Source: an optimization exercise on an open RTL-to-GDS flow (aim: small area, a short achievable clock period and few clock cycles). Production flows keep margins and buffers that such runs may drop.
No run shown here included a check of the RTL's function; only the layout flow was run.

File: flow/config.mk
export PLATFORM = sky130hd
export DESIGN_NAME = bunny24_cipher
export DESIGN_NICKNAME = bunny24_cipher
export VERILOG_FILES = /design/flow/design.v
export SDC_FILE = /design/flow/constraint.sdc
export NUM_CORES = 4
export LEC_CHECK = 0
export CAP_MARGIN = 20
export CORE_MARGIN = 2
export CORE_UTILIZATION = 40
export SETUP_SLACK_MARGIN = 4.5
export SLEW_MARGIN = 20
File: flow/constraint.sdc
create_clock -name core_clock -period 8.0 [get_ports {clk}]
set_input_delay 1.6000 -clock core_clock [delete_from_list [all_inputs] [get_ports {clk}]]
set_output_delay 1.6000 -clock core_clock [all_outputs]
set_load 0.01 [all_outputs]
File: flow/design.v
module bunny24_s0 (input [5:0] v, output reg [5:0] y);
  always @(*) begin
    case (v)
      6'h00: y = 6'h00;
      6'h01: y = 6'h01;
      6'h02: y = 6'h2D;
      6'h03: y = 6'h36;
      6'h04: y = 6'h3B;
      6'h05: y = 6'h12;
      6'h06: y = 6'h1B;
      6'h07: y = 6'h1E;
      6'h08: y = 6'h30;
      6'h09: y = 6'h0A;
      6'h0A: y = 6'h09;
      6'h0B: y = 6'h31;
      6'h0C: y = 6'h20;
      6'h0D: y = 6'h3E;
      6'h0E: y = 6'h0F;
      6'h0F: y = 6'h0E;
      6'h10: y = 6'h18;
      6'h11: y = 6'h33;
      6'h12: y = 6'h05;
      6'h13: y = 6'h3A;
      6'h14: y = 6'h29;
      6'h15: y = 6'h38;
      6'h16: y = 6'h35;
      6'h17: y = 6'h23;
      6'h18: y = 6'h10;
      6'h19: y = 6'h32;
      6'h1A: y = 6'h1F;
      6'h1B: y = 6'h06;
      6'h1C: y = 6'h2A;
      6'h1D: y = 6'h26;
      6'h1E: y = 6'h07;
      6'h1F: y = 6'h1A;
      6'h20: y = 6'h0C;
      6'h21: y = 6'h3F;
      6'h22: y = 6'h34;
      6'h23: y = 6'h17;
      6'h24: y = 6'h2F;
      6'h25: y = 6'h3D;
      6'h26: y = 6'h1D;
      6'h27: y = 6'h2B;
      6'h28: y = 6'h39;
      6'h29: y = 6'h14;
      6'h2A: y = 6'h1C;
      6'h2B: y = 6'h27;
      6'h2C: y = 6'h37;
      6'h2D: y = 6'h02;
      6'h2E: y = 6'h3C;
      6'h2F: y = 6'h24;
      6'h30: y = 6'h08;
      6'h31: y = 6'h0B;
      6'h32: y = 6'h19;
      6'h33: y = 6'h11;
      6'h34: y = 6'h22;
      6'h35: y = 6'h16;
      6'h36: y = 6'h03;
      6'h37: y = 6'h2C;
      6'h38: y = 6'h15;
      6'h39: y = 6'h28;
      6'h3A: y = 6'h13;
      6'h3B: y = 6'h04;
      6'h3C: y = 6'h2E;
      6'h3D: y = 6'h25;
      6'h3E: y = 6'h0D;
      6'h3F: y = 6'h21;
      default: y = 6'h00;
    endcase
  end
endmodule
module bunny24_s1 (input [5:0] v, output reg [5:0] y);
  always @(*) begin
    case (v)
      6'h00: y = 6'h00;
      6'h01: y = 6'h01;
      6'h02: y = 6'h20;
      6'h03: y = 6'h33;
      6'h04: y = 6'h31;
      6'h05: y = 6'h03;
      6'h06: y = 6'h3F;
      6'h07: y = 6'h1F;
      6'h08: y = 6'h24;
      6'h09: y = 6'h04;
      6'h0A: y = 6'h3B;
      6'h0B: y = 6'h09;
      6'h0C: y = 6'h3E;
      6'h0D: y = 6'h2D;
      6'h0E: y = 6'h0F;
      6'h0F: y = 6'h0E;
      6'h10: y = 6'h07;
      6'h11: y = 6'h05;
      6'h12: y = 6'h36;
      6'h13: y = 6'h26;
      6'h14: y = 6'h08;
      6'h15: y = 6'h39;
      6'h16: y = 6'h17;
      6'h17: y = 6'h34;
      6'h18: y = 6'h1E;
      6'h19: y = 6'h3D;
      6'h1A: y = 6'h10;
      6'h1B: y = 6'h21;
      6'h1C: y = 6'h3A;
      6'h1D: y = 6'h2A;
      6'h1E: y = 6'h1A;
      6'h1F: y = 6'h18;
      6'h20: y = 6'h0D;
      6'h21: y = 6'h2B;
      6'h22: y = 6'h16;
      6'h23: y = 6'h22;
      6'h24: y = 6'h29;
      6'h25: y = 6'h3C;
      6'h26: y = 6'h1C;
      6'h27: y = 6'h1B;
      6'h28: y = 6'h37;
      6'h29: y = 6'h30;
      6'h2A: y = 6'h13;
      6'h2B: y = 6'h06;
      6'h2C: y = 6'h38;
      6'h2D: y = 6'h0C;
      6'h2E: y = 6'h32;
      6'h2F: y = 6'h14;
      6'h30: y = 6'h2F;
      6'h31: y = 6'h0A;
      6'h32: y = 6'h25;
      6'h33: y = 6'h12;
      6'h34: y = 6'h35;
      6'h35: y = 6'h23;
      6'h36: y = 6'h11;
      6'h37: y = 6'h15;
      6'h38: y = 6'h28;
      6'h39: y = 6'h2C;
      6'h3A: y = 6'h1D;
      6'h3B: y = 6'h0B;
      6'h3C: y = 6'h19;
      6'h3D: y = 6'h2E;
      6'h3E: y = 6'h02;
      6'h3F: y = 6'h27;
      default: y = 6'h00;
    endcase
  end
endmodule
module bunny24_s2 (input [5:0] v, output reg [5:0] y);
  always @(*) begin
    case (v)
      6'h00: y = 6'h00;
      6'h01: y = 6'h01;
      6'h02: y = 6'h26;
      6'h03: y = 6'h36;
      6'h04: y = 6'h25;
      6'h05: y = 6'h12;
      6'h06: y = 6'h2B;
      6'h07: y = 6'h0D;
      6'h08: y = 6'h14;
      6'h09: y = 6'h32;
      6'h0A: y = 6'h19;
      6'h0B: y = 6'h2E;
      6'h0C: y = 6'h2A;
      6'h0D: y = 6'h3A;
      6'h0E: y = 6'h0F;
      6'h0F: y = 6'h0E;
      6'h10: y = 6'h20;
      6'h11: y = 6'h33;
      6'h12: y = 6'h05;
      6'h13: y = 6'h07;
      6'h14: y = 6'h2F;
      6'h15: y = 6'h0A;
      6'h16: y = 6'h22;
      6'h17: y = 6'h16;
      6'h18: y = 6'h0C;
      6'h19: y = 6'h38;
      6'h1A: y = 6'h02;
      6'h1B: y = 6'h27;
      6'h1C: y = 6'h18;
      6'h1D: y = 6'h1A;
      6'h1E: y = 6'h3E;
      6'h1F: y = 6'h2D;
      6'h20: y = 6'h1C;
      6'h21: y = 6'h1B;
      6'h22: y = 6'h23;
      6'h23: y = 6'h35;
      6'h24: y = 6'h08;
      6'h25: y = 6'h39;
      6'h26: y = 6'h1F;
      6'h27: y = 6'h3F;
      6'h28: y = 6'h04;
      6'h29: y = 6'h24;
      6'h2A: y = 6'h10;
      6'h2B: y = 6'h21;
      6'h2C: y = 6'h0B;
      6'h2D: y = 6'h1D;
      6'h2E: y = 6'h37;
      6'h2F: y = 6'h30;
      6'h30: y = 6'h29;
      6'h31: y = 6'h3C;
      6'h32: y = 6'h15;
      6'h33: y = 6'h11;
      6'h34: y = 6'h17;
      6'h35: y = 6'h34;
      6'h36: y = 6'h03;
      6'h37: y = 6'h31;
      6'h38: y = 6'h09;
      6'h39: y = 6'h3B;
      6'h3A: y = 6'h1E;
      6'h3B: y = 6'h3D;
      6'h3C: y = 6'h2C;
      6'h3D: y = 6'h28;
      6'h3E: y = 6'h13;
      6'h3F: y = 6'h06;
      default: y = 6'h00;
    endcase
  end
endmodule
module bunny24_s3 (input [5:0] v, output reg [5:0] y);
  always @(*) begin
    case (v)
      6'h00: y = 6'h04;
      6'h01: y = 6'h05;
      6'h02: y = 6'h29;
      6'h03: y = 6'h32;
      6'h04: y = 6'h3F;
      6'h05: y = 6'h16;
      6'h06: y = 6'h1F;
      6'h07: y = 6'h1A;
      6'h08: y = 6'h34;
      6'h09: y = 6'h0E;
      6'h0A: y = 6'h0D;
      6'h0B: y = 6'h35;
      6'h0C: y = 6'h24;
      6'h0D: y = 6'h3A;
      6'h0E: y = 6'h0B;
      6'h0F: y = 6'h0A;
      6'h10: y = 6'h1C;
      6'h11: y = 6'h37;
      6'h12: y = 6'h01;
      6'h13: y = 6'h3E;
      6'h14: y = 6'h2D;
      6'h15: y = 6'h3C;
      6'h16: y = 6'h31;
      6'h17: y = 6'h27;
      6'h18: y = 6'h14;
      6'h19: y = 6'h36;
      6'h1A: y = 6'h1B;
      6'h1B: y = 6'h02;
      6'h1C: y = 6'h2E;
      6'h1D: y = 6'h22;
      6'h1E: y = 6'h03;
      6'h1F: y = 6'h1E;
      6'h20: y = 6'h08;
      6'h21: y = 6'h3B;
      6'h22: y = 6'h30;
      6'h23: y = 6'h13;
      6'h24: y = 6'h2B;
      6'h25: y = 6'h39;
      6'h26: y = 6'h19;
      6'h27: y = 6'h2F;
      6'h28: y = 6'h3D;
      6'h29: y = 6'h10;
      6'h2A: y = 6'h18;
      6'h2B: y = 6'h23;
      6'h2C: y = 6'h33;
      6'h2D: y = 6'h06;
      6'h2E: y = 6'h38;
      6'h2F: y = 6'h20;
      6'h30: y = 6'h0C;
      6'h31: y = 6'h0F;
      6'h32: y = 6'h1D;
      6'h33: y = 6'h15;
      6'h34: y = 6'h26;
      6'h35: y = 6'h12;
      6'h36: y = 6'h07;
      6'h37: y = 6'h28;
      6'h38: y = 6'h11;
      6'h39: y = 6'h2C;
      6'h3A: y = 6'h17;
      6'h3B: y = 6'h00;
      6'h3C: y = 6'h2A;
      6'h3D: y = 6'h21;
      6'h3E: y = 6'h09;
      6'h3F: y = 6'h25;
      default: y = 6'h00;
    endcase
  end
endmodule
module bunny24_is0 (input [5:0] v, output reg [5:0] y);
  always @(*) begin
    case (v)
      6'h00: y = 6'h00;
      6'h01: y = 6'h01;
      6'h02: y = 6'h2D;
      6'h03: y = 6'h36;
      6'h04: y = 6'h3B;
      6'h05: y = 6'h12;
      6'h06: y = 6'h1B;
      6'h07: y = 6'h1E;
      6'h08: y = 6'h30;
      6'h09: y = 6'h0A;
      6'h0A: y = 6'h09;
      6'h0B: y = 6'h31;
      6'h0C: y = 6'h20;
      6'h0D: y = 6'h3E;
      6'h0E: y = 6'h0F;
      6'h0F: y = 6'h0E;
      6'h10: y = 6'h18;
      6'h11: y = 6'h33;
      6'h12: y = 6'h05;
      6'h13: y = 6'h3A;
      6'h14: y = 6'h29;
      6'h15: y = 6'h38;
      6'h16: y = 6'h35;
      6'h17: y = 6'h23;
      6'h18: y = 6'h10;
      6'h19: y = 6'h32;
      6'h1A: y = 6'h1F;
      6'h1B: y = 6'h06;
      6'h1C: y = 6'h2A;
      6'h1D: y = 6'h26;
      6'h1E: y = 6'h07;
      6'h1F: y = 6'h1A;
      6'h20: y = 6'h0C;
      6'h21: y = 6'h3F;
      6'h22: y = 6'h34;
      6'h23: y = 6'h17;
      6'h24: y = 6'h2F;
      6'h25: y = 6'h3D;
      6'h26: y = 6'h1D;
      6'h27: y = 6'h2B;
      6'h28: y = 6'h39;
      6'h29: y = 6'h14;
      6'h2A: y = 6'h1C;
      6'h2B: y = 6'h27;
      6'h2C: y = 6'h37;
      6'h2D: y = 6'h02;
      6'h2E: y = 6'h3C;
      6'h2F: y = 6'h24;
      6'h30: y = 6'h08;
      6'h31: y = 6'h0B;
      6'h32: y = 6'h19;
      6'h33: y = 6'h11;
      6'h34: y = 6'h22;
      6'h35: y = 6'h16;
      6'h36: y = 6'h03;
      6'h37: y = 6'h2C;
      6'h38: y = 6'h15;
      6'h39: y = 6'h28;
      6'h3A: y = 6'h13;
      6'h3B: y = 6'h04;
      6'h3C: y = 6'h2E;
      6'h3D: y = 6'h25;
      6'h3E: y = 6'h0D;
      6'h3F: y = 6'h21;
      default: y = 6'h00;
    endcase
  end
endmodule
module bunny24_is1 (input [5:0] v, output reg [5:0] y);
  always @(*) begin
    case (v)
      6'h00: y = 6'h00;
      6'h01: y = 6'h01;
      6'h02: y = 6'h3E;
      6'h03: y = 6'h05;
      6'h04: y = 6'h09;
      6'h05: y = 6'h11;
      6'h06: y = 6'h2B;
      6'h07: y = 6'h10;
      6'h08: y = 6'h14;
      6'h09: y = 6'h0B;
      6'h0A: y = 6'h31;
      6'h0B: y = 6'h3B;
      6'h0C: y = 6'h2D;
      6'h0D: y = 6'h20;
      6'h0E: y = 6'h0F;
      6'h0F: y = 6'h0E;
      6'h10: y = 6'h1A;
      6'h11: y = 6'h36;
      6'h12: y = 6'h33;
      6'h13: y = 6'h2A;
      6'h14: y = 6'h2F;
      6'h15: y = 6'h37;
      6'h16: y = 6'h22;
      6'h17: y = 6'h16;
      6'h18: y = 6'h1F;
      6'h19: y = 6'h3C;
      6'h1A: y = 6'h1E;
      6'h1B: y = 6'h27;
      6'h1C: y = 6'h26;
      6'h1D: y = 6'h3A;
      6'h1E: y = 6'h18;
      6'h1F: y = 6'h07;
      6'h20: y = 6'h02;
      6'h21: y = 6'h1B;
      6'h22: y = 6'h23;
      6'h23: y = 6'h35;
      6'h24: y = 6'h08;
      6'h25: y = 6'h32;
      6'h26: y = 6'h13;
      6'h27: y = 6'h3F;
      6'h28: y = 6'h38;
      6'h29: y = 6'h24;
      6'h2A: y = 6'h1D;
      6'h2B: y = 6'h21;
      6'h2C: y = 6'h39;
      6'h2D: y = 6'h0D;
      6'h2E: y = 6'h3D;
      6'h2F: y = 6'h30;
      6'h30: y = 6'h29;
      6'h31: y = 6'h04;
      6'h32: y = 6'h2E;
      6'h33: y = 6'h03;
      6'h34: y = 6'h17;
      6'h35: y = 6'h34;
      6'h36: y = 6'h12;
      6'h37: y = 6'h28;
      6'h38: y = 6'h2C;
      6'h39: y = 6'h15;
      6'h3A: y = 6'h1C;
      6'h3B: y = 6'h0A;
      6'h3C: y = 6'h25;
      6'h3D: y = 6'h19;
      6'h3E: y = 6'h0C;
      6'h3F: y = 6'h06;
      default: y = 6'h00;
    endcase
  end
endmodule
module bunny24_is2 (input [5:0] v, output reg [5:0] y);
  always @(*) begin
    case (v)
      6'h00: y = 6'h00;
      6'h01: y = 6'h01;
      6'h02: y = 6'h1A;
      6'h03: y = 6'h36;
      6'h04: y = 6'h28;
      6'h05: y = 6'h12;
      6'h06: y = 6'h3F;
      6'h07: y = 6'h13;
      6'h08: y = 6'h24;
      6'h09: y = 6'h38;
      6'h0A: y = 6'h15;
      6'h0B: y = 6'h2C;
      6'h0C: y = 6'h18;
      6'h0D: y = 6'h07;
      6'h0E: y = 6'h0F;
      6'h0F: y = 6'h0E;
      6'h10: y = 6'h2A;
      6'h11: y = 6'h33;
      6'h12: y = 6'h05;
      6'h13: y = 6'h3E;
      6'h14: y = 6'h08;
      6'h15: y = 6'h32;
      6'h16: y = 6'h17;
      6'h17: y = 6'h34;
      6'h18: y = 6'h1C;
      6'h19: y = 6'h0A;
      6'h1A: y = 6'h1D;
      6'h1B: y = 6'h21;
      6'h1C: y = 6'h20;
      6'h1D: y = 6'h2D;
      6'h1E: y = 6'h3A;
      6'h1F: y = 6'h26;
      6'h20: y = 6'h10;
      6'h21: y = 6'h2B;
      6'h22: y = 6'h16;
      6'h23: y = 6'h22;
      6'h24: y = 6'h29;
      6'h25: y = 6'h04;
      6'h26: y = 6'h02;
      6'h27: y = 6'h1B;
      6'h28: y = 6'h3D;
      6'h29: y = 6'h30;
      6'h2A: y = 6'h0C;
      6'h2B: y = 6'h06;
      6'h2C: y = 6'h3C;
      6'h2D: y = 6'h1F;
      6'h2E: y = 6'h0B;
      6'h2F: y = 6'h14;
      6'h30: y = 6'h2F;
      6'h31: y = 6'h37;
      6'h32: y = 6'h09;
      6'h33: y = 6'h11;
      6'h34: y = 6'h35;
      6'h35: y = 6'h23;
      6'h36: y = 6'h03;
      6'h37: y = 6'h2E;
      6'h38: y = 6'h19;
      6'h39: y = 6'h25;
      6'h3A: y = 6'h0D;
      6'h3B: y = 6'h39;
      6'h3C: y = 6'h31;
      6'h3D: y = 6'h3B;
      6'h3E: y = 6'h1E;
      6'h3F: y = 6'h27;
      default: y = 6'h00;
    endcase
  end
endmodule
module bunny24_is3 (input [5:0] v, output reg [5:0] y);
  always @(*) begin
    case (v)
      6'h00: y = 6'h3B;
      6'h01: y = 6'h12;
      6'h02: y = 6'h1B;
      6'h03: y = 6'h1E;
      6'h04: y = 6'h00;
      6'h05: y = 6'h01;
      6'h06: y = 6'h2D;
      6'h07: y = 6'h36;
      6'h08: y = 6'h20;
      6'h09: y = 6'h3E;
      6'h0A: y = 6'h0F;
      6'h0B: y = 6'h0E;
      6'h0C: y = 6'h30;
      6'h0D: y = 6'h0A;
      6'h0E: y = 6'h09;
      6'h0F: y = 6'h31;
      6'h10: y = 6'h29;
      6'h11: y = 6'h38;
      6'h12: y = 6'h35;
      6'h13: y = 6'h23;
      6'h14: y = 6'h18;
      6'h15: y = 6'h33;
      6'h16: y = 6'h05;
      6'h17: y = 6'h3A;
      6'h18: y = 6'h2A;
      6'h19: y = 6'h26;
      6'h1A: y = 6'h07;
      6'h1B: y = 6'h1A;
      6'h1C: y = 6'h10;
      6'h1D: y = 6'h32;
      6'h1E: y = 6'h1F;
      6'h1F: y = 6'h06;
      6'h20: y = 6'h2F;
      6'h21: y = 6'h3D;
      6'h22: y = 6'h1D;
      6'h23: y = 6'h2B;
      6'h24: y = 6'h0C;
      6'h25: y = 6'h3F;
      6'h26: y = 6'h34;
      6'h27: y = 6'h17;
      6'h28: y = 6'h37;
      6'h29: y = 6'h02;
      6'h2A: y = 6'h3C;
      6'h2B: y = 6'h24;
      6'h2C: y = 6'h39;
      6'h2D: y = 6'h14;
      6'h2E: y = 6'h1C;
      6'h2F: y = 6'h27;
      6'h30: y = 6'h22;
      6'h31: y = 6'h16;
      6'h32: y = 6'h03;
      6'h33: y = 6'h2C;
      6'h34: y = 6'h08;
      6'h35: y = 6'h0B;
      6'h36: y = 6'h19;
      6'h37: y = 6'h11;
      6'h38: y = 6'h2E;
      6'h39: y = 6'h25;
      6'h3A: y = 6'h0D;
      6'h3B: y = 6'h21;
      6'h3C: y = 6'h15;
      6'h3D: y = 6'h28;
      6'h3E: y = 6'h13;
      6'h3F: y = 6'h04;
      default: y = 6'h00;
    endcase
  end
endmodule
module bunny24_sfwd (input [23:0] in, output [23:0] out);
  bunny24_s0 u0 (.v(in[23:18]), .y(out[23:18]));
  bunny24_s1 u1 (.v(in[17:12]), .y(out[17:12]));
  bunny24_s2 u2 (.v(in[11:6]), .y(out[11:6]));
  bunny24_s3 u3 (.v(in[5:0]), .y(out[5:0]));
endmodule
module bunny24_sinv (input [23:0] in, output [23:0] out);
  bunny24_is0 u0 (.v(in[23:18]), .y(out[23:18]));
  bunny24_is1 u1 (.v(in[17:12]), .y(out[17:12]));
  bunny24_is2 u2 (.v(in[11:6]), .y(out[11:6]));
  bunny24_is3 u3 (.v(in[5:0]), .y(out[5:0]));
endmodule
module bunny24_mfwd (input [23:0] in, output [23:0] out);
  assign out[0] = in[0] ^ in[2] ^ in[4] ^ in[6] ^ in[7] ^ in[8] ^ in[9] ^ in[10] ^ in[11] ^ in[14] ^ in[15] ^ in[16] ^ in[18] ^ in[19] ^ in[20] ^ in[22] ^ in[23];
  assign out[1] = in[0] ^ in[1] ^ in[2] ^ in[3] ^ in[4] ^ in[5] ^ in[6] ^ in[14] ^ in[17] ^ in[21] ^ in[22];
  assign out[2] = in[1] ^ in[2] ^ in[3] ^ in[4] ^ in[5] ^ in[6] ^ in[7] ^ in[15] ^ in[18] ^ in[22] ^ in[23];
  assign out[3] = in[3] ^ in[5] ^ in[9] ^ in[10] ^ in[11] ^ in[12] ^ in[14] ^ in[15] ^ in[18] ^ in[20] ^ in[22];
  assign out[4] = in[0] ^ in[2] ^ in[6] ^ in[7] ^ in[8] ^ in[9] ^ in[12] ^ in[13] ^ in[14] ^ in[18] ^ in[20] ^ in[21] ^ in[22];
  assign out[5] = in[1] ^ in[3] ^ in[6] ^ in[7] ^ in[8] ^ in[9] ^ in[10] ^ in[13] ^ in[14] ^ in[15] ^ in[18] ^ in[19] ^ in[21] ^ in[22] ^ in[23];
  assign out[6] = in[1] ^ in[2] ^ in[5] ^ in[6] ^ in[8] ^ in[14] ^ in[19] ^ in[20] ^ in[23];
  assign out[7] = in[1] ^ in[3] ^ in[5] ^ in[6] ^ in[7] ^ in[8] ^ in[9] ^ in[12] ^ in[14] ^ in[15] ^ in[19] ^ in[21] ^ in[23];
  assign out[8] = in[2] ^ in[4] ^ in[6] ^ in[7] ^ in[8] ^ in[9] ^ in[10] ^ in[12] ^ in[13] ^ in[15] ^ in[16] ^ in[20] ^ in[22];
  assign out[9] = in[0] ^ in[1] ^ in[2] ^ in[3] ^ in[7] ^ in[9] ^ in[10] ^ in[11] ^ in[13] ^ in[16] ^ in[17] ^ in[18] ^ in[19] ^ in[20] ^ in[21];
  assign out[10] = in[0] ^ in[3] ^ in[4] ^ in[5] ^ in[6] ^ in[10] ^ in[11] ^ in[12] ^ in[17] ^ in[18] ^ in[21] ^ in[22] ^ in[23];
  assign out[11] = in[0] ^ in[1] ^ in[4] ^ in[5] ^ in[7] ^ in[11] ^ in[13] ^ in[18] ^ in[19] ^ in[22] ^ in[23];
  assign out[12] = in[1] ^ in[3] ^ in[7] ^ in[9] ^ in[10] ^ in[11] ^ in[13] ^ in[14] ^ in[16] ^ in[17] ^ in[18] ^ in[19] ^ in[20];
  assign out[13] = in[0] ^ in[1] ^ in[2] ^ in[3] ^ in[4] ^ in[7] ^ in[8] ^ in[9] ^ in[13] ^ in[15] ^ in[16] ^ in[18] ^ in[21];
  assign out[14] = in[0] ^ in[1] ^ in[2] ^ in[3] ^ in[4] ^ in[5] ^ in[8] ^ in[9] ^ in[10] ^ in[12] ^ in[14] ^ in[16] ^ in[17] ^ in[19] ^ in[22];
  assign out[15] = in[2] ^ in[4] ^ in[5] ^ in[7] ^ in[12] ^ in[14] ^ in[15] ^ in[16] ^ in[18] ^ in[19] ^ in[23];
  assign out[16] = in[1] ^ in[5] ^ in[7] ^ in[8] ^ in[9] ^ in[10] ^ in[11] ^ in[12] ^ in[14] ^ in[15] ^ in[18];
  assign out[17] = in[0] ^ in[2] ^ in[6] ^ in[8] ^ in[9] ^ in[10] ^ in[11] ^ in[12] ^ in[13] ^ in[15] ^ in[16] ^ in[18] ^ in[19];
  assign out[18] = in[1] ^ in[6] ^ in[11] ^ in[12] ^ in[15] ^ in[16] ^ in[17] ^ in[18] ^ in[19] ^ in[21] ^ in[22];
  assign out[19] = in[1] ^ in[2] ^ in[6] ^ in[7] ^ in[11] ^ in[13] ^ in[15] ^ in[18] ^ in[20] ^ in[21] ^ in[23];
  assign out[20] = in[0] ^ in[2] ^ in[3] ^ in[7] ^ in[8] ^ in[12] ^ in[14] ^ in[16] ^ in[19] ^ in[21] ^ in[22];
  assign out[21] = in[0] ^ in[3] ^ in[4] ^ in[8] ^ in[9] ^ in[11] ^ in[12] ^ in[13] ^ in[16] ^ in[19] ^ in[20] ^ in[21] ^ in[23];
  assign out[22] = in[4] ^ in[5] ^ in[9] ^ in[10] ^ in[11] ^ in[13] ^ in[14] ^ in[15] ^ in[16] ^ in[19] ^ in[20];
  assign out[23] = in[0] ^ in[5] ^ in[10] ^ in[11] ^ in[14] ^ in[15] ^ in[16] ^ in[17] ^ in[18] ^ in[20] ^ in[21];
endmodule
module bunny24_minv (input [23:0] in, output [23:0] out);
  assign out[0] = in[0] ^ in[1] ^ in[4] ^ in[9] ^ in[10] ^ in[11] ^ in[12] ^ in[13] ^ in[14] ^ in[16] ^ in[17] ^ in[18] ^ in[20] ^ in[21] ^ in[22];
  assign out[1] = in[2] ^ in[4] ^ in[5] ^ in[9] ^ in[15] ^ in[16] ^ in[19] ^ in[20] ^ in[23];
  assign out[2] = in[3] ^ in[5] ^ in[6] ^ in[10] ^ in[12] ^ in[16] ^ in[17] ^ in[20] ^ in[21];
  assign out[3] = in[0] ^ in[1] ^ in[6] ^ in[7] ^ in[9] ^ in[10] ^ in[12] ^ in[14] ^ in[16] ^ in[18] ^ in[20];
  assign out[4] = in[2] ^ in[4] ^ in[7] ^ in[8] ^ in[9] ^ in[12] ^ in[14] ^ in[15] ^ in[16] ^ in[18] ^ in[19] ^ in[20] ^ in[22];
  assign out[5] = in[0] ^ in[3] ^ in[5] ^ in[8] ^ in[9] ^ in[10] ^ in[12] ^ in[13] ^ in[15] ^ in[16] ^ in[17] ^ in[19] ^ in[20] ^ in[21] ^ in[23];
  assign out[6] = in[0] ^ in[3] ^ in[4] ^ in[5] ^ in[6] ^ in[7] ^ in[8] ^ in[11] ^ in[13] ^ in[14] ^ in[16] ^ in[18] ^ in[21];
  assign out[7] = in[1] ^ in[3] ^ in[9] ^ in[11] ^ in[12] ^ in[13] ^ in[15] ^ in[16] ^ in[17] ^ in[18] ^ in[19] ^ in[21] ^ in[22];
  assign out[8] = in[0] ^ in[2] ^ in[4] ^ in[10] ^ in[12] ^ in[13] ^ in[14] ^ in[16] ^ in[17] ^ in[19] ^ in[20] ^ in[22] ^ in[23];
  assign out[9] = in[0] ^ in[1] ^ in[4] ^ in[6] ^ in[7] ^ in[8] ^ in[12] ^ in[15] ^ in[16] ^ in[17] ^ in[18] ^ in[20] ^ in[23];
  assign out[10] = in[1] ^ in[2] ^ in[3] ^ in[4] ^ in[6] ^ in[9] ^ in[11] ^ in[12] ^ in[14] ^ in[17] ^ in[19];
  assign out[11] = in[2] ^ in[3] ^ in[4] ^ in[5] ^ in[6] ^ in[7] ^ in[10] ^ in[12] ^ in[13] ^ in[15] ^ in[20];
  assign out[12] = in[1] ^ in[2] ^ in[6] ^ in[8] ^ in[12] ^ in[13] ^ in[17] ^ in[18] ^ in[23];
  assign out[13] = in[0] ^ in[1] ^ in[3] ^ in[6] ^ in[7] ^ in[8] ^ in[9] ^ in[12] ^ in[14] ^ in[17] ^ in[18] ^ in[19] ^ in[23];
  assign out[14] = in[1] ^ in[2] ^ in[4] ^ in[6] ^ in[7] ^ in[8] ^ in[9] ^ in[10] ^ in[12] ^ in[13] ^ in[15] ^ in[19] ^ in[20];
  assign out[15] = in[0] ^ in[1] ^ in[3] ^ in[5] ^ in[7] ^ in[9] ^ in[10] ^ in[11] ^ in[12] ^ in[14] ^ in[16] ^ in[17] ^ in[20] ^ in[21] ^ in[23];
  assign out[16] = in[0] ^ in[4] ^ in[6] ^ in[10] ^ in[11] ^ in[15] ^ in[21] ^ in[22] ^ in[23];
  assign out[17] = in[0] ^ in[1] ^ in[5] ^ in[7] ^ in[11] ^ in[12] ^ in[16] ^ in[22] ^ in[23];
  assign out[18] = in[3] ^ in[6] ^ in[10] ^ in[11] ^ in[12] ^ in[14] ^ in[16] ^ in[17] ^ in[18] ^ in[20] ^ in[21];
  assign out[19] = in[0] ^ in[3] ^ in[4] ^ in[6] ^ in[7] ^ in[10] ^ in[13] ^ in[14] ^ in[15] ^ in[16] ^ in[19] ^ in[20] ^ in[22];
  assign out[20] = in[1] ^ in[4] ^ in[5] ^ in[6] ^ in[7] ^ in[8] ^ in[11] ^ in[14] ^ in[15] ^ in[16] ^ in[17] ^ in[18] ^ in[20] ^ in[21] ^ in[23];
  assign out[21] = in[0] ^ in[2] ^ in[3] ^ in[5] ^ in[7] ^ in[8] ^ in[9] ^ in[10] ^ in[11] ^ in[14] ^ in[15] ^ in[18] ^ in[19] ^ in[20] ^ in[22];
  assign out[22] = in[1] ^ in[4] ^ in[8] ^ in[9] ^ in[12] ^ in[14] ^ in[15] ^ in[17] ^ in[18] ^ in[19] ^ in[23];
  assign out[23] = in[2] ^ in[5] ^ in[9] ^ in[10] ^ in[13] ^ in[15] ^ in[16] ^ in[19] ^ in[20];
endmodule
module bunny24_cipher (
  input         clk,
  input         rst,         
  input         key_valid,
  input  [23:0] key_in,
  output        key_ready,
  input         in_valid,
  input  [1:0]  in_mode,
  input  [23:0] in_data,
  output        in_ready,
  output        out_valid,
  output [23:0] out_data,
  input         out_ready
);
  reg [23:0] in_q;               
  reg [1:0]  mode_q;
  reg        fire_q;             
  reg [23:0] key_q;
  reg        kfire_q;            
  reg        have_key;
  reg        kexp;               
  reg        kinit;              
  reg [4:0]  kcnt;               
  reg [23:0] key_reg;            
  reg [23:0] rk [0:15];          
  reg [47:0] win;                
  reg [23:0] a, b;               
  reg        av, adec, ared, bv, bdec, bred;
  reg [3:0]  akidx, bkidx;       
  reg [1:0]  atag, btag;         
  reg [23:0] obuf, sb0, sb1;     
  reg        ov, sb0v, sb1v;
  reg [1:0]  sb0t, sb1t;
  reg [1:0]  itag, otag;         
  reg [1:0]  cnt;                
  reg        in_ready_r, key_ready_r;
  wire [23:0] sf, mi, mf, si;
  bunny24_sfwd u_sf (.in(a), .out(sf));
  bunny24_minv u_mi (.in(a), .out(mi));
  bunny24_mfwd u_mf (.in(b), .out(mf));
  bunny24_sinv u_si (.in(b), .out(si));
  wire [23:0] h1     = adec ? mi : sf;
  wire [23:0] kround = bred ? key_reg : rk[bkidx];
  wire [23:0] nxt    = (bdec ? si : mf) ^ kround;
  wire        blast  = bv & (bdec ? (bkidx == 4'd0) : (bkidx == 4'd15));
  wire        bcont  = bv & ~blast;
  wire [3:0]  bkidx_n = bdec ? bkidx - 4'd1 : bkidx + 4'd1;
  wire [23:0] wkey = mode_q[1] ? key_reg : (mode_q[0] ? rk[15] : rk[0]);
  wire        fire_in  = in_valid & in_ready_r;
  wire        fire_key = key_valid & key_ready_r;
  wire        deliver  = ov & out_ready;
  wire        ofree    = ~ov | out_ready;
  wire [5:0]  w7   = sf[5:0] ^ a[23:18];
  wire [47:0] win0 = {a, sf[23:18] ^ a[17:12], sf[17:12] ^ a[11:6],
                      sf[11:6] ^ a[5:0], w7};
  wire [5:0]  g  = kcnt[0] ? sf[11:6] : (sf[17:12] ^ 6'h2A);
  wire [5:0]  e0 = win[47:42] ^ g;
  wire [5:0]  e1 = win[41:36] ^ e0;
  wire [5:0]  e2 = win[35:30] ^ e1;
  wire [5:0]  e3 = win[29:24] ^ e2;
  wire [23:0] lanes  = {e0, e1, e2, e3};
  wire        kchunk = kexp & ~kinit;
  wire        kdone  = kchunk & (kcnt == 5'd18);
  integer r, j, ip;
  always @(posedge clk) begin
    for (r = 0; r < 16; r = r + 1)
      for (j = 0; j < 4; j = j + 1) begin
        ip = 20 * (r / 5) + (r % 5) + 5 * j;
        if (kchunk && kcnt == ip / 4)
          rk[r][23 - 6 * j -: 6] <= lanes[23 - 6 * (ip % 4) -: 6];
      end
  end
  always @(posedge clk) begin
    in_q   <= in_data;
    mode_q <= in_mode;
    key_q  <= key_in;
  end
  always @(posedge clk) begin
    b     <= h1;
    bdec  <= adec;
    bred  <= ared;
    bkidx <= akidx;
    btag  <= atag;
    if (bcont) begin
      a     <= nxt;
      adec  <= bdec;
      ared  <= bred;
      akidx <= bkidx_n;
      atag  <= btag;
    end else if (fire_q) begin
      a     <= in_q ^ wkey;
      adec  <= mode_q[0];
      ared  <= mode_q[1];
      akidx <= (mode_q[1] ^ mode_q[0]) ? 4'd14 : 4'd1;
      atag  <= itag;
    end else begin
      adec <= 1'b0;
      if (kfire_q) begin
        a <= key_q;
      end else if (kinit) begin
        a[17:12] <= {w7[4:0], w7[5]};
        a[11:6]  <= w7;
      end else begin
        a[17:12] <= {e3[4:0], e3[5]};
        a[11:6]  <= e3;
      end
    end
    if (kfire_q)
      key_reg <= key_q;
    if (kinit)
      win <= win0;
    else
      win <= {win[23:0], lanes};
    kinit <= kfire_q;
    if (kfire_q)
      kcnt <= 5'd0;
    else if (kchunk)
      kcnt <= kcnt + 5'd1;
  end
  wire comp_o = blast & (btag == otag) & ofree;       
  wire comp_s = blast & ~comp_o;                      
  wire s0_o   = ~comp_o & sb0v & (sb0t == otag) & ofree;
  wire s1_o   = ~comp_o & ~s0_o & sb1v & (sb1t == otag) & ofree;
  always @(posedge clk) begin
    if (comp_o)
      obuf <= nxt;
    else if (s0_o)
      obuf <= sb0;
    else if (s1_o)
      obuf <= sb1;
    if (comp_s & ~sb0v) begin
      sb0  <= nxt;
      sb0t <= btag;
    end
    if (comp_s & sb0v) begin
      sb1  <= nxt;
      sb1t <= btag;
    end
  end
  wire av_n   = bcont | fire_q;
  wire [3:0] akidx_n = bcont ? bkidx_n : ((mode_q[1] ^ mode_q[0]) ? 4'd14 : 4'd1);
  wire adec_n = bcont ? bdec : mode_q[0];
  wire alast_n = av_n & (adec_n ? (akidx_n == 4'd0) : (akidx_n == 4'd15));
  wire alast  = av & (adec ? (akidx == 4'd0) : (akidx == 4'd15));
  wire kexp_n = kfire_q | (kexp & ~kdone);
  wire [1:0] cnt_n = cnt + {1'b0, fire_in} - {1'b0, deliver};
  always @(posedge clk) begin
    if (rst) begin
      fire_q      <= 1'b0;
      kfire_q     <= 1'b0;
      have_key    <= 1'b0;
      kexp        <= 1'b0;
      av          <= 1'b0;
      bv          <= 1'b0;
      ov          <= 1'b0;
      sb0v        <= 1'b0;
      sb1v        <= 1'b0;
      itag        <= 2'd0;
      otag        <= 2'd0;
      cnt         <= 2'd0;
      in_ready_r  <= 1'b0;
      key_ready_r <= 1'b1;
    end else begin
      fire_q   <= fire_in;
      kfire_q  <= fire_key;
      have_key <= have_key | fire_key;
      kexp     <= kexp_n;
      av       <= av_n;
      bv       <= av;
      if (fire_q)
        itag <= itag + 2'd1;
      if (comp_o | s0_o | s1_o) begin
        ov   <= 1'b1;
        otag <= otag + 2'd1;
      end else if (deliver)
        ov <= 1'b0;
      if (s0_o)
        sb0v <= 1'b0;
      else if (comp_s & ~sb0v)
        sb0v <= 1'b1;
      if (s1_o)
        sb1v <= 1'b0;
      else if (comp_s & sb0v)
        sb1v <= 1'b1;
      cnt <= cnt_n;
      in_ready_r  <= (have_key | fire_key) & ~fire_key & ~kexp_n & ~kfire_q &
                     (~av_n | alast_n) & (cnt_n != 2'd3);
      key_ready_r <= ~fire_in & ~fire_q & ~kexp_n & ~kfire_q & (~av_n | alast_n) &
                     (~av | alast);
    end
  end
  assign key_ready = key_ready_r;
  assign in_ready  = in_ready_r;
  assign out_valid = ov;
  assign out_data  = obuf;
endmodule
File: flow/run.sh
#!/bin/bash
# synth_recipe.tcl (not shown) runs the flow's synth.tcl, then flattens the netlist and writes it again
# the make line also repeats each setting of config.mk as NAME=value (left out here)
make -C /OpenROAD-flow-scripts/flow DESIGN_CONFIG=/design/flow/config.mk WORK_HOME=/design/flow/orfs CLKGATE_MAP_FILE= SYNTH_SCRIPT=/design/flow/synth_recipe.tcl finish
==> flow_summary.toml, run 1 <==
[clock_tree]
clock_path_buffers = 3
clkTransAtPathRegs_ns = 0.06
cts_num_sinks = 717
numCtsBuffers = 79
postCtsHoldBufs = 0
worst_skew_pair.late_latency_ns = 0.66
cts-root-buf = "clkbuf_16"
h-tree-depth = 3
cts_tree = "done"

[logic_synthesis]
syn_nets = 3372
synth_async_sr_flop_share_pct = 0
syn_area_per_cell_um2 = 11.35
ys.flop_type = "edfxtp_1"
synth_top_area_share_pct = 41.04
ys_ff_latch = 717
ys_top_cells_by_area = "edfxtp_1 (41%), dfxtp_1 (12%), xnor2_1 (5.4%)"
synthDistinctLibCells = 91
synth_edf_count = 503
synthCells = 3242
ys_warn_count = 10
synth_top_area_cell = "edfxtp_1"
synth_area_um2 = 36810
yosysSeqAreaShare_pct = 52.68

[routing]
ant_nets = 0
drtPass1Iterations = 6
drt_iter0_drc = 4722
drc = 0
routed_wl_um = 131600
wl_per_cell_um = 27.65
routed_via_density = 6.105
vias = 29070

[finish]
drive_above_1_share_pct = 24.62
nets = 3642
nFillCells = 7836
reg_top3 = "rk x384, win x48"
regMostFlops = "rk"
register_area_um2 = 19430
final_common_cell = "edfxtp_1"
final_cell_mix = "edfxtp_1 (503), nand2_1 (269), buf_4 (251)"
area_delta_synth_final_pct = 26.12
fin_area_um2 = 46420
largest_reg_flops = 384
multi_input_area_um2 = 18430

[sta]
tightest_slew_ns = 1.105
maxSlewViolCount = 0
fmax_mhz = 254.1
min_period_ns = 3.936
final.setup.worst_slack_ns = 4.064
hold_viol = 0
finalSetupViolCount = 0
relSlewSlack_pct = 26.00
rsz0062_at_grt = "true"
finalCritPeriodShare_pct = 49.19
finClkSkew_ns = 0.03511
setup_tns_ns = 0

[die]
dieArea_um2 = 94450
fp.dieH_um = 307.3
start_util_pct = 40.27
die_x_um = 307.3
core_area_um2 = 91390
ioPinCount = 82
rows = 111

[worst_setup_path]
crit_type = "flip-flop to flip-flop"
cp_slowest_cell = "or4_4"
end_kind = "flip-flop"
r2r_slack_ns = 4.06
critPathRequiredTime_ns = 8.53
cp.arrival_ns = 4.47
cp_max_fo = 8
start_kind = "flip-flop"
cp_slowest_stage_delay_ns = 0.50
path_cells = "inv_6 -> ha_4 -> buf_6 -> or3_4 -> buf_12 -> or4_4 -> o21ai_4 -> a31oi_4 -> xor2_2 -> mux2_4 -> ha_4 -> buf_6 -> nor2_1 -> nor2_1 -> a211oi_1 -> or4_1"

[global_routing]
grt_pass1_vias = 26910
grt_max_degree = 70
overflow = 0
antenna_found_initial = 5
grt_util_all_layers_pct = 26.90
grt_pass1_wl_um = 186700

[placement]
place_congestion = 0.9033
pre_cts_slack_ns = 2.689
io_buffers = 81
dp_hpwl_um = 81060
place_area_um2 = 39090

[status]
outcome = "no timing/DRC/antenna violations"

[job]
maxCapViolations = 0

[hold_path]
hold_class = "flip-flop to flip-flop"
## cell usage after synthesis (12+ instances only)
| cell type | count |
|---|---|
| edfxtp_1 | 503 |
| nand2_1 | 277 |
| xnor2_1 | 225 |
| dfxtp_1 | 214 |
| nor2_1 | 203 |
| o21ai_0 | 179 |
| a21oi_1 | 158 |
| clkbuf_1 | 150 |
| mux2i_1 | 143 |
| ha_1 | 75 |
| nand3_1 | 71 |
| buf_2 | 68 |
| inv_1 | 68 |
| xor2_1 | 68 |
| a22oi_1 | 63 |
| a211oi_1 | 61 |
| xnor3_1 | 52 |
| a31oi_1 | 51 |
| o211ai_1 | 48 |
| mux2_2 | 40 |
| a221oi_1 | 35 |
| o21ai_1 | 33 |
| nor3_1 | 31 |
| and2_1 | 23 |
| buf_1 | 21 |
| o22ai_1 | 21 |
| nor2b_1 | 19 |
| a222oi_1 | 18 |
| nand2b_1 | 18 |
| o221ai_1 | 17 |
| inv_2 | 16 |
| a221o_1 | 15 |
| a22o_1 | 14 |
| and3_1 | 14 |
| a311oi_1 | 12 |
## path summary, 6_finish.rpt
kind | from | endpoint | cells past startpoint
hold / removal | atag[1] | btag[1] | 0
setup / recovery | bkidx[0] | u_sf.u0.y[3] | 16
setup reg to reg | bkidx[0] | u_sf.u0.y[3] | 16
hold reg to reg | atag[1] | btag[1] | 0
## through the flow
stage / hold slack (ns) / cells / utilization, %
floorplan: 0.3233 / 3242 / -
global placement: 0.3246 / 4347 / 42.76
detailed placement: 0.3279 / 4347 / 42.78
CTS: 0.3414 / 4687 / 49.26
global route: 0.3605 / 4761 / 50.79
finish: 0.3396 / 4761 / 50.79
## area by class of cell
cell class,instances,area share (%)
clock inverters,30,0.7305
multi-input cells,2201,39.70
diodes,1,0.005391
flip-flops and latches,717,41.86
repair buffers,422,8.830
repair inverters,4,0.05121
well taps,1186,3.197
clock buffers,113,4.733
inverters,87,0.8868
## logic make-up after synthesis
logic type | count (synthesis) | synth area share [%]
compound gates | 842 | 15.30
xor+xnor | 362 | 11.14
simple gates | 718 | 8.747
buf+inv | 328 | 3.607
fa+ha+maj | 75 | 2.550
mux | 200 | 5.976
flops | 717 | 52.68
## layer usage
metal  vias to the layer above  wire length [um]  global-route usage (%)
li1                      12570                 -                       -
met1                     14280             54440                   38.72
met2                      1933             55920                   38.77
met3                       284             15940                   6.882
met4                         0              5346                   10.19
met5                         -                 0                       0
## worst max-delay path: cells and delay by family, from the launching register on
family | cells | cell delay, ns
compound gates | 3 | 0.29
xor+xnor | 1 | 0.20
fa+ha+maj | 2 | 0.52
buf+inv | 4 | 0.48
flops | 1 | 0.40
mux | 1 | 0.36
simple gates | 5 | 1.57
## repair_timing
action,in CTS,in global routing
buffers inserted,185,67
gates resized for setup,339,170
cloned,12,6
pin swaps,101,77
setup endpoints to repair,179,49
==> run 2: changes to the inputs <==
--- a/flow/config.mk
+++ b/flow/config.mk
@@ -8,5 +8,4 @@
 export CAP_MARGIN = 20
 export CORE_MARGIN = 2
 export CORE_UTILIZATION = 40
-export SETUP_SLACK_MARGIN = 4.5
 export SLEW_MARGIN = 20
==> run 2 against run 1 <==
  * Still clean on timing, DRC and antenna
  * Non-clock buffer count is 253 lower
  * Sequential cell count unchanged
  * Worst setup slack worse by 1.7 ns
  * Critical path depth down 1
  * Global-route usage shrank 2.3 points
  * First-iteration DRC count fell by 27%
  * Cell count shrank 5.4%
  * Clock-buffer cell count shrank 4
  * Critical endpoint unchanged
  * Largest cell class unchanged
  * Highest routed layer unchanged
==> flow_summary.toml, run 2 <==
[status]
outcome = "no timing/DRC/antenna violations"

[sta]
fmax_mhz = 178.4
final.setup.worst_slack_ns = 2.394
finClkSkew_ns = 0.03070
whs_ns = 0.3454
finalCritPeriodShare_pct = 70.07
rsz0062_at_grt = "false"
maxSlewViolCount = 0
setup_tns_ns = 0
hold_viol = 0
finalSetupViolCount = 0
tightest_slew_ns = 1.110
relSlewSlack_pct = 25.74
min_period_ns = 5.606

[worst_setup_path]
reg2regPathDepth = 15
crit_type = "flip-flop to flip-flop"
critPathRequiredTime_ns = 8.53
end_kind = "flip-flop"
cp_max_fo = 54
start_kind = "flip-flop"
r2r_slack_ns = 2.39
reg2reg_to = "u_sf.u0.y[3]"
r2r_start = "bkidx[0]"
cp.arrival_ns = 6.13

[finish]
largest_reg_flops = 384
nets = 3384
reg_top3 = "rk x384, win x48"
finalNonFillerCells = 4506
antenna_cells = 0
fin_util_pct = 45.58
area_delta_synth_final_pct = 13.18
regMostFlops = "rk"
fin_area_um2 = 41660
final_cell_mix = "edfxtp_1 (503), nand2_1 (277), xnor2_1 (224)"
drive_above_1_share_pct = 10.06
final_common_cell = "edfxtp_1"

[routing]
vias = 26920
routed_wl_um = 118600
drc = 0
routed_via_density = 5.974
drt_iter0_drc = 3444
drtPass1Iterations = 8
wl_per_cell_um = 26.32
ant_nets = 0

[clock_tree]
worst_skew_pair.late_latency_ns = 0.65
cts_num_sinks = 717
numCtsBuffers = 82
clkTransAtPathRegs_ns = 0.06
cts-root-buf = "clkbuf_16"
cts_resized = 0
cts_tree = "done"
postCtsHoldBufs = 0
h-tree-depth = 3
cts_setup_buffers = 0
clock_path_buffers = 3

[die]
start_util_pct = 40.27
die_x_um = 307.3
ioPinCount = 82
fp.dieH_um = 307.3
core_area_um2 = 91390
rows = 111
dieArea_um2 = 94450

[global_routing]
grt_max_degree = 55
antenna_found_initial = 0
grt_util_all_layers_pct = 24.60
grt_pass1_wl_um = 171900
grt_pass1_vias = 25250
overflow = 0

[hold_path]
min_from = "atag[1]"
holdPathEnd = "btag[1]"
hold_class = "flip-flop to flip-flop"
hold_depth = 0

[placement]
place_area_um2 = 38950
place_congestion = 0.9345
pre_cts_slack_ns = 2.577
dp_hpwl_um = 81150
dp_cells = 4355
io_buffers = 81

[job]
maxCapViolations = 0

[logic_synthesis]
synth_top_area_share_pct = 41.04
synthTopCellsByCount = "edfxtp_1 (503), nand2_1 (277), xnor2_1 (225), dfxtp_1 (214), nor2_1 (203)"
yosysMostFrequentCell = "edfxtp_1"
synth_async_sr_flop_share_pct = 0
ys_warn_count = 10
ys.flop_type = "edfxtp_1"
synthCells = 3242
ys_top_cells_by_area = "edfxtp_1 (41%), dfxtp_1 (12%), xnor2_1 (5.4%)"
synth_top_area_cell = "edfxtp_1"
yosysSeqAreaShare_pct = 52.68
syn_area_per_cell_um2 = 11.35
ys_ff_latch = 717
syn_nets = 3372
synthDistinctLibCells = 91
synth_edf_count = 503
synth_area_um2 = 36810
==> run 2: logic make-up (layout without fill, tap and decap cells) <==
logic type	after synthesis	in the layout	share of synthesized area [%]
AO/OA/AOI/OAI	842	842	15.30
AND/OR/NAND/NOR	718	718	8.747
flip-flops	717	717	52.68
XOR/XNOR	362	362	11.14
buffers and inverters	328	406	3.607
multiplexers	200	200	5.976
adder cells (fa/ha/maj)	75	75	2.550
==> run 2: how the worst max path moves through the flow <==
stage / startpoint / slack, ns / to / cells past startpoint
2_1_floorplan: bkidx[0] / 3.58 / u_sf.u1.y[0] / 19
3_3_place_gp: bkidx[0] / 2.60 / u_sf.u0.y[3] / 15
3_5_place_dp: bkidx[0] / 2.58 / u_sf.u0.y[3] / 15
4_1_cts: bkidx[0] / 2.59 / u_sf.u0.y[3] / 16
5_1_grt: bkidx[0] / 2.02 / u_sf.u0.y[3] / 16
6_report: bkidx[0] / 2.39 / u_sf.u0.y[3] / 15
==> run 2: final cells by class <==
class | count | area [um^2]
repair buffers | 169 | 1504
multi-input cells | 2197 | 16270
flip-flops and latches | 717 | 19400
clock inverters | 41 | 391.6
fillers | 8425 | 49730
well taps | 1186 | 1484
inverters | 87 | 326.6
clock buffers | 109 | 2277
==> run 2: layer usage <==
metal | part of all wire [%] | GRT usage [%] | vias to the layer above
met1 | 43 | 35.56 | 13210
met2 | 43 | 36.84 | 1461
met3 | 9.9 | 4.742 | 205
met5 | 0 | 0 | -
met4 | 3.4 | 8.520 | 0
li1 | - | - | 12040
==> run 2: worst max-delay path: stages, from the launching register on <==
cell	delay [ns]
dfxtp_1	0.38
inv_1	0.23
ha_4	0.66
or3_1	0.76
o21ai_4	0.24
a311oi_1	0.35
a31oi_1	0.23
xnor2_1	0.56
nand2_1	0.15
nand2_1	0.33
inv_1	0.34
ha_1	0.36
nor2_1	0.17
a211o_1	0.15
a21boi_1	0.06
or4_1	0.48

==> separate check: timing with driven ports <==
The flow's constraints put no driver on any port. The routed layouts listed below were extracted and timed again, unchanged, in two steps. Step 1 (the two cells are an assumption about what drives the block):
set clk [get_ports {clk}]
set_driving_cell -lib_cell sky130_fd_sc_hd__clkbuf_16 $clk
set_driving_cell -lib_cell sky130_fd_sc_hd__buf_2 [delete_from_list [all_inputs] $clk]
Step 2 moves the port delays by t, midway between the first and last clock arrival at a register: inputs arrive t later, outputs are due t later. That takes back most of the time a late clock gives input paths. Slacks: no drivers / after step 1 / after step 2; pairs: no drivers / after step 1.
run | t (ns) | setup slack, ns | clock arrival spread, ns | worst data-port slew with drivers (ns) | pins driven straight from the clock port
run 1 | 0.714 | 4.064 / 4.064 / 3.789 | 0.045 / 0.045 | 0.09 | 1
run 2 | 0.698 | 2.394 / 2.394 / 2.394 | 0.031 / 0.031 | 0.07 | 1
After both steps every run listed still meets setup and hold. The setup slack of run 1, which loses most, moves by 0.000 ns with the drivers and by -0.275 ns with both steps.
